What follows belongs to an exercise in optimizing a design on an open flow for small area, a short achievable clock period and few clock cycles; a production flow would make more cautious choices.
The RTL was checked by simulation tests, not by an equivalence proof against the original design.
Power and IR drop assume default switching activity.

==> flow/design.v <==
module viterbi_dec (
    input  wire       clk,
    input  wire       rst,         
    input  wire       in_valid,
    output wire       in_ready,
    input  wire [1:0] in_sym,      
    input  wire       in_last,     
    output reg        out_valid,
    output reg        out_bit,
    output reg        out_last
);
    localparam K        = 5;
    localparam NP       = 16;       
    localparam W        = 4;        
    localparam POLY0    = 5'h13;
    localparam POLY1    = 5'h1D;
    localparam MIN_TB   = 20;
    localparam TB_GROUP = 12;
    localparam CAP      = 32;       
    function [1:0] bm_hard(input [4:0] st, input [1:0] y);
        reg [1:0] x;
        begin
            x = {^(st & POLY1), ^(st & POLY0)} ^ y;
            bm_hard = {1'b0, x[0]} + {1'b0, x[1]};
        end
    endfunction
    function e2(input [4:0] st, input [1:0] y);
        e2 = (bm_hard(st, y) == 2'd2);
    endfunction
    function c1(input [3:0] x, input [1:0] y);
        c1 = (bm_hard({x, 1'b0}, y) == 2'd1);
    endfunction
    reg        rdy;                 
    reg        v_r, rdy_r, last_r;
    reg  [1:0] sym_r;
    assign in_ready = rdy;
    always @(posedge clk) begin
        v_r    <= in_valid;
        rdy_r  <= rdy & ~rst;
        sym_r  <= in_sym;
        last_r <= in_last;
    end
    wire tk = v_r & rdy_r;          
    reg  [W-1:0]   vm [0:NP-1];     
    reg  [1:0]     ylast;
    reg  [2:0]     wc;              
    reg  [4:0]     h_len;           
    wire warm  = (wc != K);
    wire first = (wc == 3'd0);
    reg  [W-1:0]  nvm [0:NP-1];
    reg  [NP-1:0] acs_d;
    reg  [W-1:0]  dx [0:NP/2-1];
    reg  [W-1:0]  ra, rb;
    reg  [W+1:0]  dd;
    reg           sub8;
    integer q;
    always @(*) begin
        sub8 = 1'b1;
        for (q = 0; q < NP; q = q + 1)
            sub8 = sub8 & vm[q][W-1];
        for (q = 0; q < NP / 2; q = q + 1)
            dx[q] = vm[q] - vm[q | 8];
        for (q = 0; q < NP; q = q + 1) begin
            ra = vm[q >> 1]       + {2'b00, e2(q[4:0], ylast), 1'b0};
            rb = vm[(q >> 1) | 8] + {2'b00, e2(q[4:0] | 5'd16, ylast), 1'b0};
            dd = {{2{dx[q >> 1][W-1]}}, dx[q >> 1]}
               + {3'b000, e2(q[4:0], ylast), 1'b0}
               - {3'b000, e2(q[4:0] | 5'd16, ylast), 1'b0};
            acs_d[q] = !dd[W+1] && (dd != 0);
            if (warm)
                nvm[q] = (first ? {W{1'b0}} : ra) + {3'b000, c1(q[3:0], sym_r)};
            else
                nvm[q] = (acs_d[q] ? rb : ra) + {3'b000, c1(q[3:0], sym_r)};
            nvm[q][W-1] = nvm[q][W-1] ^ (sub8 & !first);
        end
    end
    reg  [NP-1:0]  d_r;             
    reg            upd_r;           
    reg            tbq_r;           
    reg            lst_r;           
    reg  [4:0]     n_r;             
    reg  [CAP-1:0] path [0:NP-1];
    reg  [3:0]     best_r;
    reg            cap_r;           
    reg            fin_due;         
    reg  [4:0]     fin_n;
    reg [NP-1:0] cand;
    reg          any0;
    reg [3:0]    best;
    integer b;
    always @(*) begin
        cand = {NP{1'b1}};
        for (b = W - 1; b >= 0; b = b - 1) begin
            any0 = 1'b0;
            for (q = 0; q < NP; q = q + 1)
                any0 = any0 | (cand[q] & ~vm[q][b]);
            for (q = 0; q < NP; q = q + 1)
                cand[q] = cand[q] & ~(any0 & vm[q][b]);
        end
        best = 4'd0;
        for (q = NP - 1; q >= 0; q = q - 1)
            if (cand[q]) best = q[3:0];
    end
    wire [CAP-1:0] best_p = path[best_r];
    reg  [TB_GROUP-1:0] sbuf;       
    reg  [3:0]          s_cnt;
    reg  [CAP-1:0]      fbuf;       
    reg  [5:0]          f_cnt;
    wire f_free = (f_cnt == 6'd0) || (f_cnt == 6'd1 && s_cnt == 4'd0);
    wire fin_go = fin_due && f_free;
    reg  [2:0] wc_n;
    reg  [4:0] h_len_n;
    reg        lst_n;
    reg        fin_due_n;
    always @(*) begin
        wc_n    = wc;
        h_len_n = h_len;
        lst_n   = 1'b0;
        if (tk) begin
            if (warm) begin
                wc_n = wc + 3'd1;
            end else begin
                h_len_n = (h_len == 5'd31) ? MIN_TB : h_len + 5'd1;
            end
            if (last_r) begin
                wc_n    = 3'd0;
                h_len_n = 5'd0;
                lst_n   = !warm;
            end
        end
        fin_due_n = (fin_due && !f_free) || lst_r;
    end
    integer i;
    always @(posedge clk) begin
        if (tk) begin
            ylast <= sym_r;
            for (i = 0; i < NP; i = i + 1)
                vm[i] <= nvm[i];
        end
        d_r <= acs_d;
        n_r <= (h_len == 5'd31) ? MIN_TB : h_len + 5'd1;
        if (upd_r)
            for (i = 0; i < NP; i = i + 1)
                path[i] <= {~path[(i >> 1) | (d_r[i] ? 8 : 0)][CAP-2:0], d_r[i]};
        if (tbq_r)
            best_r <= best;
        if (lst_r)
            fin_n <= n_r;
        if (cap_r)
            sbuf <= best_p[CAP-1:MIN_TB];
        else
            sbuf <= {sbuf[TB_GROUP-2:0], 1'b0};
        if (fin_go)
            fbuf <= path[0];
        if (rst) begin
            rdy       <= 1'b1;
            wc        <= 3'd0;
            h_len     <= 5'd0;
            upd_r     <= 1'b0;
            tbq_r     <= 1'b0;
            lst_r     <= 1'b0;
            cap_r     <= 1'b0;
            fin_due   <= 1'b0;
            s_cnt     <= 4'd0;
            f_cnt     <= 6'd0;
            out_valid <= 1'b0;
            out_bit   <= 1'b0;
            out_last  <= 1'b0;
        end else begin
            wc      <= wc_n;
            h_len   <= h_len_n;
            upd_r   <= tk && !warm;
            tbq_r   <= tk && !warm && (h_len == 5'd31);
            lst_r   <= lst_n;
            cap_r   <= tbq_r;
            fin_due <= fin_due_n;
            rdy     <= !((fin_due_n || lst_n) && wc_n >= 3'd4);
            out_valid <= 1'b0;
            out_last  <= 1'b0;
            if (s_cnt != 4'd0) begin
                out_valid <= 1'b1;
                out_bit   <= sbuf[TB_GROUP-1] ^ ~s_cnt[0];
                s_cnt     <= s_cnt - 4'd1;
            end else if (f_cnt != 6'd0) begin
                out_valid <= 1'b1;
                out_bit   <= fbuf[f_cnt - 6'd1] ^ ~f_cnt[0];
                out_last  <= (f_cnt == 6'd1);
                f_cnt     <= f_cnt - 6'd1;
            end
            if (cap_r)
                s_cnt <= TB_GROUP;
            if (fin_go)
                f_cnt <= {1'b0, fin_n};
        end
    end
endmodule
make LEC_CHECK=0 CAP_MARGIN=20 CORE_MARGIN=2 CORE_UTILIZATION=40 SLEW_MARGIN=20 finish   # period 20.0 ns
run.sh (not shown) runs the stock make flow with config.mk's settings and CLKGATE_MAP_FILE= SYNTH_SCRIPT=/design/flow/synth_recipe.tcl, a recipe that flattens the netlist after the stock synthesis.
The starting point completed with no timing, DRC or antenna violations.
Testbench counts at the start, summed over its fixed seeds: cycles 56,611.
Edit:
--- a/flow/design.v
+++ b/flow/design.v
@@ -47,33 +47,37 @@
     reg  [4:0]     h_len;           
     wire warm  = (wc != K);
     wire first = (wc == 3'd0);
     reg  [W-1:0]  nvm [0:NP-1];
     reg  [NP-1:0] acs_d;
-    reg  [W-1:0]  dx [0:NP/2-1];
-    reg  [W-1:0]  ra, rb;
-    reg  [W+1:0]  dd;
+    reg  [W-1:0]  va, vb, dv, base;
+    reg           le_m2, le_0, le_2, hi, lo, ehi, elo, dsel, off2;
     reg           sub8;
-    integer q;
+    integer q, x;
     always @(*) begin
         sub8 = 1'b1;
         for (q = 0; q < NP; q = q + 1)
             sub8 = sub8 & vm[q][W-1];
-        for (q = 0; q < NP / 2; q = q + 1)
-            dx[q] = vm[q] - vm[q | 8];
-        for (q = 0; q < NP; q = q + 1) begin
-            ra = vm[q >> 1]       + {2'b00, e2(q[4:0], ylast), 1'b0};
-            rb = vm[(q >> 1) | 8] + {2'b00, e2(q[4:0] | 5'd16, ylast), 1'b0};
-            dd = {{2{dx[q >> 1][W-1]}}, dx[q >> 1]}
-               + {3'b000, e2(q[4:0], ylast), 1'b0}
-               - {3'b000, e2(q[4:0] | 5'd16, ylast), 1'b0};
-            acs_d[q] = !dd[W+1] && (dd != 0);
-            if (warm)
-                nvm[q] = (first ? {W{1'b0}} : ra) + {3'b000, c1(q[3:0], sym_r)};
-            else
-                nvm[q] = (acs_d[q] ? rb : ra) + {3'b000, c1(q[3:0], sym_r)};
-            nvm[q][W-1] = nvm[q][W-1] ^ (sub8 & !first);
+        for (x = 0; x < NP / 2; x = x + 1) begin
+            va  = vm[x];
+            vb  = vm[x | 8];
+            dv  = va - vb;                  
+            le_m2 = dv[3] && (dv[2:0] != 3'd7);             
+            le_0  = dv[3] || (dv == 4'd0);                  
+            le_2  = dv[3] || (!dv[2] && !(dv[1] && dv[0]));  
+            hi = e2({x[3:0], 1'b0}, ylast);    
+            lo = e2({x[3:0], 1'b1}, ylast);    
+            for (q = 2 * x; q <= 2 * x + 1; q = q + 1) begin
+                ehi = (q == 2 * x) ? hi : lo;
+                elo = (q == 2 * x) ? lo : hi;
+                acs_d[q] = ehi ? !le_m2 : elo ? !le_2 : !le_0;
+                dsel = acs_d[q] && !warm;
+                base = first ? 4'd0 : dsel ? vb : va;
+                off2 = !first && (dsel ? elo : ehi);
+                nvm[q] = base + {2'b00, off2, c1(q[3:0], sym_r)};
+                nvm[q][W-1] = nvm[q][W-1] ^ (sub8 & !first);
+            end
         end
     end
     reg  [NP-1:0]  d_r;             
     reg            upd_r;           
     reg            tbq_r;           
Result: Power is lower by 9.8%. Clock-buffer cell count is lower by 4. Die area is lower by 5.3%. Global-route usage is higher by 0.57 points. Combinational power is lower by 32%. Non-clock buffer count is lower by 5. Setup slack gets worse by 530 ps. Register-to-register slack gets worse by 530 ps. Worst hold slack gets better by 3.9 ps.
Testbench counts after the change, summed over its fixed seeds: cycles 56,611.


## run 1
viterbi_dec, a different RTL version from the one above (not shown whole).
Size: about 2300 cells after synthesis, roughly 32000 um^2 of cells after synthesis.
Settings: LEC_CHECK=0, CAP_MARGIN=20, CORE_MARGIN=2, CORE_UTILIZATION=40, CTS_CLUSTER_DIAMETER=100, CTS_CLUSTER_SIZE=20, SLEW_MARGIN=20; clock period 20.0 ns.
standard.sh (not shown) runs the stock make flow with config.mk's settings and CLKGATE_MAP_FILE= SYNTH_SCRIPT=/design/flow/synth_recipe.tcl, a recipe that flattens the netlist after the stock synthesis.
==> flow/flow/run.sh <==
#!/bin/bash
# The standard layout (the standard.sh: ORFS synthesis through finish),
# made with two changes to how it is built, none to what it is built for:
# - the ports are buffered with buf_4 cells instead of the default buffer;
# - the resizer's setup repair aims for 15 ns of slack at the design's
#   20 ns clock, so it speeds up the slowest paths it can.
# The clock, its period, the constraints and every other setting are the standard flow's.
# make's full output goes to flow_make.log here; ORFS keeps each tool's log
# under orfs/logs.
set -euo pipefail
here="$(cd "$(dirname "${BASH_SOURCE[0]}")/.." && pwd)"
cd "$here"
bash standard.sh \
    "BUFFER_PORTS_ARGS=-buffer_cell sky130_fd_sc_hd__buf_4" \
    "SETUP_SLACK_MARGIN=15" \
    finish > flow_make.log 2>&1
test -s out/final.def
Testbench counts of run 1, summed over its fixed seeds: cycles 56,611.
--- input diff run 1..run 2 ---
-- flow/design.v --
<<< run 1, line 88
    reg            lst_r;           
    reg  [4:0]     n_r;             
    reg  [CAP-1:0] path [0:NP-1];
    reg  [NP-1:0]  cand_r;          
    reg            cap_r;           
>>> run 2, line 88
    reg            lst_r;           
    reg  [4:0]     n_r;             
    reg  [NP-1:0]  d_r2;
    reg            upd_r2;
    reg            lst_r2;
    reg  [CAP-2:0] path [0:NP-1];
    reg  [NP-1:0]  cand_r;          
    reg            cap_r;           
<<< run 1, line 116
            cand[q] = c1v[q] & ~(a0 & vm[q][0]);
    end
    reg [NP-1:0]  first_c;
    reg           seen;
    reg [CAP-1:0] best_p;
    always @(*) begin
        seen = 1'b0;
>>> run 2, line 119
            cand[q] = c1v[q] & ~(a0 & vm[q][0]);
    end
    reg [NP-1:0]  first_c, src_c;
    reg           seen;
    reg [CAP-2:0] best_p;
    always @(*) begin
        seen = 1'b0;
<<< run 1, line 125
            seen = seen | cand_r[q];
        end
        best_p = {CAP{1'b0}};
        for (q = 0; q < NP; q = q + 1)
            best_p = best_p | (path[q] & {CAP{first_c[q]}});
    end
    reg  [TB_GROUP-1:0] sbuf;       
    reg  [3:0]          s_cnt;
    reg  [CAP-1:0]      fbuf;       
    reg  [5:0]          f_cnt;
    wire f_free = (f_cnt == 6'd0) || (f_cnt == 6'd1 && s_cnt == 4'd0);
>>> run 2, line 128
            seen = seen | cand_r[q];
        end
        for (q = 0; q < NP; q = q + 1)
            src_c[q] = (first_c[2 * (q & 7)]     & (d_r2[2 * (q & 7)]     == q[3]))
                     | (first_c[2 * (q & 7) + 1] & (d_r2[2 * (q & 7) + 1] == q[3]));
        best_p = {(CAP-1){1'b0}};
        for (q = 0; q < NP; q = q + 1)
            best_p = best_p | (path[q] & {(CAP-1){src_c[q]}});
    end
    reg  [TB_GROUP-1:0] sbuf;       
    reg  [3:0]          s_cnt;
    reg  [CAP-2:0]      fbuf;       
    reg  [5:0]          f_cnt;
    wire f_free = (f_cnt == 6'd0) || (f_cnt == 6'd1 && s_cnt == 4'd0);
<<< run 1, line 155
            end
        end
        fin_due_n = (fin_due && !f_free) || lst_r;
    end
    integer i;
>>> run 2, line 161
            end
        end
        fin_due_n = (fin_due && !f_free) || lst_r2;
    end
    integer i;
<<< run 1, line 166
        d_r <= acs_d;
        n_r <= (h_len == 5'd31) ? MIN_TB : h_len + 5'd1;
        if (upd_r)
            for (i = 0; i < NP; i = i + 1)
                path[i] <= {~path[(i >> 1) | (d_r[i] ? 8 : 0)][CAP-2:0], d_r[i]};
        cand_r <= cand;                 
        if (lst_r)
            fin_n <= n_r;
        if (cap_r)
            sbuf <= best_p[CAP-1:MIN_TB];
        else
            sbuf <= {sbuf[TB_GROUP-2:0], 1'b0};
>>> run 2, line 172
        d_r <= acs_d;
        n_r <= (h_len == 5'd31) ? MIN_TB : h_len + 5'd1;
        d_r2 <= d_r;
        if (upd_r2)
            for (i = 0; i < NP; i = i + 1)
                path[i] <= {~path[(i >> 1) | (d_r2[i] ? 8 : 0)][CAP-3:0], d_r2[i]};
        cand_r <= cand;                 
        if (lst_r)
            fin_n <= n_r;
        if (cap_r)
            sbuf <= best_p[CAP-2:MIN_TB-1];
        else
            sbuf <= {sbuf[TB_GROUP-2:0], 1'b0};
<<< run 1, line 183
            h_len     <= 5'd0;
            upd_r     <= 1'b0;
            tbq_r     <= 1'b0;
            lst_r     <= 1'b0;
>>> run 2, line 190
            h_len     <= 5'd0;
            upd_r     <= 1'b0;
            upd_r2    <= 1'b0;
            lst_r2    <= 1'b0;
            tbq_r     <= 1'b0;
            lst_r     <= 1'b0;
<<< run 1, line 196
            h_len   <= h_len_n;
            upd_r   <= tk && !warm;
            tbq_r   <= tk && !warm && (h_len == 5'd31);
            lst_r   <= lst_n;
            cap_r   <= tbq_r;
            fin_due <= fin_due_n;
            rdy     <= !((fin_due_n || lst_n) && wc_n >= 3'd4);
            out_valid <= 1'b0;
            out_last  <= 1'b0;
            if (s_cnt != 4'd0) begin
                out_valid <= 1'b1;
                out_bit   <= sbuf[TB_GROUP-1] ^ ~s_cnt[0];
                s_cnt     <= s_cnt - 4'd1;
            end else if (f_cnt != 6'd0) begin
>>> run 2, line 205
            h_len   <= h_len_n;
            upd_r   <= tk && !warm;
            upd_r2  <= upd_r;
            lst_r2  <= lst_r;
            tbq_r   <= tk && !warm && (h_len == 5'd31);
            lst_r   <= lst_n;
            cap_r   <= tbq_r;
            fin_due <= fin_due_n;
            rdy     <= !((fin_due_n || lst_n || lst_r) && wc_n >= 3'd4);
            out_valid <= 1'b0;
            out_last  <= 1'b0;
            if (s_cnt != 4'd0) begin
                out_valid <= 1'b1;
                out_bit   <= sbuf[TB_GROUP-1] ^ s_cnt[0];
                s_cnt     <= s_cnt - 4'd1;
            end else if (f_cnt != 6'd0) begin
## What came out
Lower height of the die goes to run 2 over run 1.
Run 2 against run 1: sequential cell area share moved down; number of buffers outside the clock class in the layout decreased 4.2%; final period utilization held steady.
Any difference in final non-filler cell area between run 2 and run 1 is small enough to ignore.
[compare] base=run 1 new=run 2: post-route non-filler standard cell count shrank by 22; count of clock-buffer cells in the layout grew by 1.4%.
Run 1 consumes less power than run 2.
Going from run 1 to run 2, internal power contribution grew slightly.
Testbench counts of run 2, summed over its fixed seeds: cycles 56,611.

re-timing with driven ports:
Ports are ideal in the flow. The routed layouts listed here were re-timed in OpenROAD.
Step 1: set_driving_cell puts a clkbuf_16 on clk and a buf_2 on each other input, an assumption about the parent block.
Step 2, shift: input delay + t, output delay - t, t = (earliest + latest rising clock arrival at the registers) / 2. This alone moves slack from input paths to output paths.
Slacks: no drivers / after step 1 / after step 2; pairs: no drivers / after step 1.
run	t (ns)	slack for setup (ns)	worst slew at a driven data input, ns
the first run of note 1	0.692	14.331 / 14.282 / 14.331	0.03
the second run of note 1	0.661	13.805 / 13.805 / 13.805	0.04
run 1	0.647	14.975 / 14.909 / 15.130	0.03
run 2	0.639	14.962 / 14.899 / 15.310	0.03
After both steps every run listed still meets setup and hold.
